This is an optimization exercise on Yosys and OpenROAD, whose aim is small area and a short achievable clock period, not a production implementation.
Function was checked by simulation only, so behaviour that the tests miss may differ from the original.

// zsab
module zsab #(
    parameter [31:0] PREHEAT_NOMINAL      = 32'd400,
    parameter [15:0] PWM_RANGE            = 16'd5000,
    parameter [7:0]  KIND_SUPPORTED       = 8'h01,
    parameter [15:0] RST_UART_DIV         = 16'd16,
    parameter [31:0] RST_FRAME_TIMEOUT_MS = 32'd20,
    parameter [31:0] RST_CONV_SETTLE_MS   = 32'd2,
    parameter [31:0] RST_PWM_BUDGET_MS    = 32'd100,
    parameter [15:0] RST_SCK_HALF         = 16'd4
) (
    input             clk,
    input             rst,
    input      [31:0] ms_now,
    input      [5:0]  bus_addr,
    input             bus_we,
    input             bus_re,
    input      [31:0] bus_wdata,
    output reg [31:0] bus_rdata,
    output            uart_tx,
    input             uart_rx,
    output            sbr_sck,
    output            sbr_cs_n,
    input             sbr_so,
    input             pwm_in,
    output            tmr_suspend,
    output reg        evt_done
);
    localparam [3:0] S_IDLE      = 4'd0,
                     S_SER_START = 4'd1,
                     S_SER_TX    = 4'd2,
                     S_SER_RX    = 4'd3,
                     S_SER_CHECK = 4'd4,
                     S_SBR_START = 4'd5,
                     S_SBR_TRIG  = 4'd6,
                     S_SBR_SETTLE= 4'd7,
                     S_SBR_SETUP = 4'd8,
                     S_SBR_HI    = 4'd9,
                     S_SBR_LO    = 4'd10,
                     S_SBR_EVAL  = 4'd11,
                     S_PWM_START = 4'd12,
                     S_PWM_POLL  = 4'd13,
                     S_PWM_CALC  = 4'd14,
                     S_CHK_START = 4'd15;
    localparam [2:0] P_WAIT_LOW  = 3'd0,
                     P_WAIT_HIGH = 3'd1,
                     P_CNT_HIGH  = 3'd2,
                     P_CNT_LOW   = 3'd3,
                     P_FINISHED  = 3'd4;
    localparam [3:0] C_NONE         = 4'h0,
                     C_SUCCESS_UINT = 4'h1,
                     C_SUCCESS_FP2  = 4'h2,
                     C_FAIL         = 4'hF,
                     C_TIMEOUT      = 4'hE,
                     C_WRONG_ANSWER = 4'hD,
                     C_CHECKSUM     = 4'hC,
  ...
export LEC_CHECK = 0
export ABC_AREA = 1
export CAP_MARGIN = 20
export CORE_MARGIN = 2
export CORE_UTILIZATION = 40
export SLEW_MARGIN = 20
create_clock -name core_clock -period 200.0 [get_ports {clk}]
standard.sh (not shown) runs the stock make flow with config.mk's settings and CLKGATE_MAP_FILE= SYNTH_SCRIPT=/design/flow/synth_recipe.tcl, a recipe that flattens the netlist after the stock synthesis.
==> flow/flow/run.sh <==
#!/bin/bash
set -euo pipefail
here=$(pwd)
rm -rf "$here/scripts_mod"
cp -r "$FLOW_HOME/scripts" "$here/scripts_mod"
cp "$here/flow/abc_area.script" "$here/scripts_mod/abc_area.script"
bash standard.sh SCRIPTS_DIR="$here/scripts_mod" \
    "BUFFER_PORTS_ARGS=-buffer_cell sky130_fd_sc_hd__buf_2" SETUP_SLACK_MARGIN=116 finish > "$here/standard.log" 2>&1
==> flow/flow/abc_area.script <==
strash
dch
map -D 25
topo
stime -c
buffer -c
dnsize -c
The baseline produced a clean layout.
Then changed:
==> flow/flow/run.sh (replaced) <==
#!/bin/bash
set -euo pipefail
here=$(pwd)
rm -rf "$here/scripts_mod"
cp -r "$FLOW_HOME/scripts" "$here/scripts_mod"
cp "$here/flow/abc_area.script" "$here/scripts_mod/abc_area.script"
bash standard.sh SCRIPTS_DIR="$here/scripts_mod" \
    "BUFFER_PORTS_ARGS=-buffer_cell sky130_fd_sc_hd__buf_2" SETUP_SLACK_MARGIN=119 \
    "CTS_ARGS=-sink_clustering_enable -repair_clock_nets -dont_use_dummy_load -sink_clustering_size 30 -buf_list sky130_fd_sc_hd__clkbuf_4" finish > "$here/standard.log" 2>&1
- CTS_BUF_LIST: unset -> sky130_fd_sc_hd__clkbuf_4
- CTS_CLUSTER_SIZE: unset -> 30
=>
- core utilization climbs by 0.62 points
- setup slack gains 1600 ps
- design area climbs by 1.4%
- count of clock-buffer cells in the layout grows by 66
- area after synthesis stays the same
Then changed:
==> flow/flow/run.sh (replaced) <==
#!/bin/bash
set -euo pipefail
here=$(pwd)
rm -rf "$here/scripts_mod"
cp -r "$FLOW_HOME/scripts" "$here/scripts_mod"
cp "$here/flow/abc_area.script" "$here/scripts_mod/abc_area.script"
bash standard.sh SCRIPTS_DIR="$here/scripts_mod" \
    "BUFFER_PORTS_ARGS=-buffer_cell sky130_fd_sc_hd__buf_2" SETUP_SLACK_MARGIN=117 finish > "$here/standard.log" 2>&1
- CTS_BUF_LIST: sky130_fd_sc_hd__clkbuf_4 -> unset
- CTS_CLUSTER_SIZE: 30 -> unset
Result: Die area does not change; first-iteration DRC count climbs by about a fifth; sequential share of layout area climbs by 0.34 points; final area drops slightly; utilization drops by 0.62 points; clock skew drops by 68 ps; wire length drops slightly.
Then changed:
- CTS_BUF_LIST: unset -> sky130_fd_sc_hd__clkbuf_4
- CTS_CLUSTER_SIZE: unset -> 30
- GPL_TIMING_DRIVEN: unset -> 0
Wire length came out higher by 13%.
Worst hold slack barely changes.
Worst setup slack is worse by 350 ps.
Core utilization came out higher by 0.28 points.
Cell count came out higher by 4.1%.
Cell area came out higher by 0.63%.
Global-route usage came out higher by 3.9 points.
Sequential share of layout area came out lower by 0.15 points.
Critical path depth came out lower by 1.
Via count came out higher by 5.2%.
Then changed:
--- a/flow/flow/run.sh
+++ b/flow/flow/run.sh
@@ -7,2 +7,2 @@
 bash standard.sh SCRIPTS_DIR="$here/scripts_mod" \
-    "BUFFER_PORTS_ARGS=-buffer_cell sky130_fd_sc_hd__buf_2" SETUP_SLACK_MARGIN=117 finish > "$here/standard.log" 2>&1
+    "BUFFER_PORTS_ARGS=-buffer_cell sky130_fd_sc_hd__buf_2" finish > "$here/standard.log" 2>&1
==> flow/flow/abc_area.script (replaced) <==
strash
dch
map -D 30000 -B 0.9
topo
stime -c
buffer -c
dnsize -c
- CTS_BUF_LIST: sky130_fd_sc_hd__clkbuf_4 -> unset
- CTS_CLUSTER_SIZE: 30 -> unset
- GPL_TIMING_DRIVEN: 0 -> unset
The new run ran to the end with no violations.
Wire length drops by 11%.
Flip-flop and latch count does not change.
Worst hold slack is better by 9.1 ps.
Register-to-register slack improved by 270 ps.
Global-route usage shrinks by 3.9 points.
Worst setup slack gains 46 ps.
First-iteration DRC count went down by 9.3%.
Critical path depth rises by 3.

========
## run 1
Starting RTL as in the previous note.
clock: 200.0 ns
lec_check: 0
abc_area: 1
cap_margin: 20
core_margin: 2
core_utilization: 40
cts_buf_list: sky130_fd_sc_hd__clkbuf_4
cts_cluster_size: 30
slew_margin: 20
==> flow/flow/run.sh <==
#!/bin/bash
set -euo pipefail
here=$(pwd)
rm -rf "$here/scripts_mod"
cp -r "$FLOW_HOME/scripts" "$here/scripts_mod"
cp "$here/flow/abc_area.script" "$here/scripts_mod/abc_area.script"
bash standard.sh SCRIPTS_DIR="$here/scripts_mod" \
    "BUFFER_PORTS_ARGS=-buffer_cell sky130_fd_sc_hd__buf_2" SETUP_SLACK_MARGIN=117.5 \
    "CTS_ARGS=-sink_clustering_enable -repair_clock_nets -dont_use_dummy_load -sink_clustering_size 30 -buf_list sky130_fd_sc_hd__clkbuf_4" finish > "$here/standard.log" 2>&1
==> flow/flow/abc_area.script <==
strash
dch
map -D 25
topo
stime -c
buffer -c
dnsize -c
diff inputs: run 1 => run 2
# run 1
export LEC_CHECK = 0
export ABC_AREA = 1
export CAP_MARGIN = 20
export CORE_MARGIN = 2
export CORE_UTILIZATION = 40
export CTS_BUF_LIST = sky130_fd_sc_hd__clkbuf_4
export CTS_CLUSTER_SIZE = 30
export SLEW_MARGIN = 20
create_clock -name core_clock -period 200.0 [get_ports {clk}]
# run 2
export LEC_CHECK = 0
export ABC_AREA = 1
export CAP_MARGIN = 20
export CORE_MARGIN = 2
export CORE_UTILIZATION = 50
export CTS_BUF_LIST = sky130_fd_sc_hd__clkbuf_4
export CTS_CLUSTER_SIZE = 30
export SLEW_MARGIN = 20
create_clock -name core_clock -period 200.0 [get_ports {clk}]
--- a/flow/flow/run.sh
+++ b/flow/flow/run.sh
@@ -6,4 +6,4 @@
 cp "$here/flow/abc_area.script" "$here/scripts_mod/abc_area.script"
 bash standard.sh SCRIPTS_DIR="$here/scripts_mod" \
-    "BUFFER_PORTS_ARGS=-buffer_cell sky130_fd_sc_hd__buf_2" SETUP_SLACK_MARGIN=117.5 \
+    "BUFFER_PORTS_ARGS=-buffer_cell sky130_fd_sc_hd__buf_2" SETUP_SLACK_MARGIN=117 \
     "CTS_ARGS=-sink_clustering_enable -repair_clock_nets -dont_use_dummy_load -sink_clustering_size 30 -buf_list sky130_fd_sc_hd__clkbuf_4" finish > "$here/standard.log" 2>&1
--- outcome ---
- Looking at critical path data arrival time across run 1 and run 2, the one that comes out lower is run 1.
- Lower met2 capacity usage during global routing was reported by run 1, not run 2.
- Looking at run 1 and run 2, the post-detailed-routing wire length is a wash.
- Compared with run 1, in run 2 filler-free cell count of the finished design now smaller, number of antenna violations at the first check in global routing rose 3.
- Going from run 1 to run 2, total CTS buffers grew by a few percent.
- A highest-delay cell along the critical path of sky130_fd_sc_hd__a221oi_1 is what run 1 shows, while sky130_fd_sc_hd__o22ai_1 belongs to run 2.
The following lists how run 3 was set up differently from run 2:
# run 2
export LEC_CHECK = 0
export ABC_AREA = 1
export CAP_MARGIN = 20
export CORE_MARGIN = 2
export CORE_UTILIZATION = 50
export CTS_BUF_LIST = sky130_fd_sc_hd__clkbuf_4
export CTS_CLUSTER_SIZE = 30
export SLEW_MARGIN = 20
create_clock -name core_clock -period 200.0 [get_ports {clk}]
# run 3
export LEC_CHECK = 0
export ABC_AREA = 1
export CAP_MARGIN = 20
export CORE_MARGIN = 2
export CORE_UTILIZATION = 40
export SLEW_MARGIN = 20
create_clock -name core_clock -period 200.0 [get_ports {clk}]
==> flow/flow/run.sh <==
#!/bin/bash
set -euo pipefail
here=$(pwd)
rm -rf "$here/scripts_mod"
cp -r "$FLOW_HOME/scripts" "$here/scripts_mod"
cp "$here/flow/abc_area.script" "$here/scripts_mod/abc_area.script"
bash standard.sh SCRIPTS_DIR="$here/scripts_mod" \
    "BUFFER_PORTS_ARGS=-buffer_cell sky130_fd_sc_hd__buf_2" SETUP_SLACK_MARGIN=118 finish > "$here/standard.log" 2>&1
==> flow/flow/abc_area.script <==
strash
dch
map -D 30000 -B 0.9
topo
stime -c
buffer -c
dnsize -c
Findings:
- Taking run 2 as the reference, in run 3 arrival time of the worst setup path fell by 920 ps, largest net degree at the start of global routing rose by 2.1%, area of the core rose by 0.023 mm².
- Diff run 2 -> run 3 | count of clock-buffer cells in the layout | down by more than half
- Against run 2, total wire length after detailed routing in run 3 rose slightly.
- In the reports for run 3 and run 2, the larger total length of routed met3 wires belongs to run 2.
- The area after synthesis of run 3 is higher than that of run 2.
- Worst-case headroom to the max-slew limit, run 3 and run 2: smaller value in run 2
- The lower layout overhead on the synthesized area of run 3 and run 2 is in run 2.
- Comparing run 3 and run 2, the higher instance count along the most critical hold path was measured on run 2.
Inputs modified between run 3 and run 4:
# run 3
export LEC_CHECK = 0
export ABC_AREA = 1
export CAP_MARGIN = 20
export CORE_MARGIN = 2
export CORE_UTILIZATION = 40
export SLEW_MARGIN = 20
create_clock -name core_clock -period 200.0 [get_ports {clk}]
# run 4
export LEC_CHECK = 0
export ABC_AREA = 1
export CAP_MARGIN = 20
export CORE_MARGIN = 2
export CORE_UTILIZATION = 40
export CTS_BUF_LIST = sky130_fd_sc_hd__clkbuf_4
export CTS_CLUSTER_SIZE = 30
export SLEW_MARGIN = 20
create_clock -name core_clock -period 200.0 [get_ports {clk}]
==> flow/flow/run.sh <==
#!/bin/bash
set -euo pipefail
here=$(pwd)
rm -rf "$here/scripts_mod"
cp -r "$FLOW_HOME/scripts" "$here/scripts_mod"
cp "$here/flow/abc_area.script" "$here/scripts_mod/abc_area.script"
bash standard.sh SCRIPTS_DIR="$here/scripts_mod" \
    "BUFFER_PORTS_ARGS=-buffer_cell sky130_fd_sc_hd__buf_2" SETUP_SLACK_MARGIN=117 \
    "CTS_ARGS=-sink_clustering_enable -repair_clock_nets -dont_use_dummy_load -sink_clustering_size 30 -buf_list sky130_fd_sc_hd__clkbuf_4" finish > "$here/standard.log" 2>&1
==> flow/flow/abc_area.script <==
strash
dch
map -D 25
topo
stime -c
buffer -c
dnsize -c
Notes after the runs:
- Against run 3, run 4 reports a cell area that is lower.
- Run 3 → run 4: adder-cell share of the synthesized area +0.20 points, multi-input gate share of the layout cell area increased by 1.2 points relative to the old numbers, largest fanout on the critical path stayed essentially flat, wire length now sits lower.
- Compared with run 3, run 4 shows a lower initial core utilization.
- Re post-route clock period utilization: run 3 was lower than run 4.
- Run 3 -> run 4: synthesized netlist cell count decreased by a few percent

========
Another version of the RTL of zsab (not shown whole).
For scale: about 6,300 cells after synthesis, ~440 flip-flops, about 46,000 sq um of cells after synthesis.
clock: 200.0 ns
lec_check: 0
abc_area: 1
cap_margin: 20
core_margin: 2
core_utilization: 40
cts_buf_list: sky130_fd_sc_hd__clkbuf_4
cts_cluster_size: 30
slew_margin: 20
run.sh (not shown) runs the stock make flow with config.mk's settings and CLKGATE_MAP_FILE= SYNTH_SCRIPT=/design/flow/synth_recipe.tcl, a recipe that flattens the netlist after the stock synthesis.
Stock flow here: none of the scripts above is used.
The first run ran to the end with no violations.
Change:
==> flow/flow/run.sh (new file) <==
#!/bin/bash
set -euo pipefail
here=$(pwd)
rm -rf "$here/scripts_mod"
cp -r "$FLOW_HOME/scripts" "$here/scripts_mod"
cp "$here/flow/abc_area.script" "$here/scripts_mod/abc_area.script"
bash standard.sh SCRIPTS_DIR="$here/scripts_mod" \
    "BUFFER_PORTS_ARGS=-buffer_cell sky130_fd_sc_hd__buf_2" SETUP_SLACK_MARGIN=117.5 \
    "CTS_ARGS=-sink_clustering_enable -repair_clock_nets -dont_use_dummy_load -sink_clustering_size 30 -buf_list sky130_fd_sc_hd__clkbuf_4" finish > "$here/standard.log" 2>&1
==> flow/flow/abc_area.script (new file) <==
strash
dch
map -D 25
topo
stime -c
buffer -c
dnsize -c
==> flow/standard.sh (new file) <==
#!/bin/bash
# synth_recipe.tcl (not shown) runs the flow's synth.tcl, then flattens the netlist and writes it again
# the make line also repeats each setting of config.mk as NAME=value (left out here)
make -C /OpenROAD-flow-scripts/flow DESIGN_CONFIG=/design/flow/config.mk WORK_HOME=/design/flow/orfs CLKGATE_MAP_FILE= SYNTH_SCRIPT=/design/flow/synth_recipe.tcl "${@:-finish}"
removed: flow/run.sh
=> The new run passed the timing, DRC and antenna checks; register-to-register slack got worse by 2.9 ns; final cell count decreases by about 6%; final area decreases by about 6%; non-clock buffer count increases by 14; die area decreases by 6.0%; worst hold slack improved by 0.011 ns; wire length decreases by about 0.7%.
Change:
==> flow/flow/abc_area.script (replaced) <==
strash
dch
map -B 0.5
topo
stime -c
buffer -c
dnsize -c
- CORE_UTILIZATION: 40 -> 45
Core utilization rises by 5.1 points.
Sequential cell count stays the same.
Final area falls slightly.
Via count falls slightly.
Change:
--- a/flow/flow/run.sh
+++ b/flow/flow/run.sh
@@ -8 +8 @@
-    "BUFFER_PORTS_ARGS=-buffer_cell sky130_fd_sc_hd__buf_2" SETUP_SLACK_MARGIN=117.5 \
+    "BUFFER_PORTS_ARGS=-buffer_cell sky130_fd_sc_hd__buf_2" SETUP_SLACK_MARGIN=118 \
==> flow/flow/abc_area.script (replaced) <==
strash
dch
map -D 25
topo
stime -c
buffer -c
dnsize -c
- CORE_UTILIZATION: 45 -> 40
Effect:
- The changed run completed with no timing, DRC or antenna violations
- flip-flop and latch count does not change
- first-iteration DRC count is higher by a few percent
- die area rises by roughly a tenth
- cell area rose by a few percent
- wire length rises by a few percent
- via count increases slightly

==> re-timing with driven ports <==
How much do the figures lean on ideal ports? The routed layouts below were timed once more, with nothing changed but the port constraints. Step 1 sets driving cells, clkbuf_16 on the clock port and buf_2 on the other inputs (assumed; they add their load-dependent delay and slew). Step 2 moves the port delays by t, midway between the first and last clock arrival at a register: inputs arrive t later, outputs are due t later. That takes back most of the time a late clock gives input paths. Slacks: no drivers / after step 1 / after step 2; pairs: no drivers / after step 1.
| run | shift t [ns] | setup WS [ns] | clock arrival spread, ns | slew at the worst register clock pin (ns) | pins driven straight from the clock port |
|---|---|---|---|---|---|
| the first run of note 1 | 0.697 | 116.576 / 116.554 / 116.554 | 0.049 / 0.049 | 0.07 / 0.07 | 1 |
| the second run of note 1 | 1.026 | 118.191 / 118.135 / 118.135 | 0.116 / 0.115 | 0.07 / 0.07 | 1 |
| the third run of note 1 | 0.697 | 117.111 / 117.089 / 117.089 | 0.047 / 0.047 | 0.07 / 0.07 | 1 |
| the fourth run of note 1 | 1.103 | 116.765 / 116.745 / 116.745 | 0.135 / 0.135 | 0.08 / 0.08 | 1 |
| the fifth run of note 1 | 0.716 | 116.811 / 116.792 / 116.792 | 0.043 / 0.043 | 0.07 / 0.07 | 1 |
| run 1 | 1.019 | 117.471 / 117.446 / 117.446 | 0.131 / 0.131 | 0.08 / 0.08 | 1 |
| run 2 | 1.050 | 117.039 / 117.020 / 117.020 | 0.107 / 0.107 | 0.07 / 0.07 | 1 |
| run 3 | 0.714 | 117.959 / 117.936 / 117.936 | 0.042 / 0.043 | 0.07 / 0.07 | 1 |
| run 4 | 1.012 | 117.072 / 117.050 / 117.050 | 0.128 / 0.127 | 0.08 / 0.08 | 1 |
| the first run of note 3 | 1.010 | 115.231 / 115.182 / 115.182 | 0.070 / 0.070 | 0.09 / 0.09 | 1 |
| the second run of note 3 | 0.986 | 117.491 / 117.445 / 117.445 | 0.097 / 0.097 | 0.07 / 0.07 | 1 |
| the third run of note 3 | 0.967 | 117.419 / 117.398 / 117.398 | 0.182 / 0.182 | 0.08 / 0.08 | 1 |
| the fourth run of note 3 | 0.996 | 117.881 / 117.861 / 117.861 | 0.089 / 0.090 | 0.07 / 0.07 | 1 |
After both steps setup and hold are still met in every run listed. For the second run of note 1, which loses most, drivers alone change the setup slack by -0.056 ns; drivers and shift together by -0.056 ns.
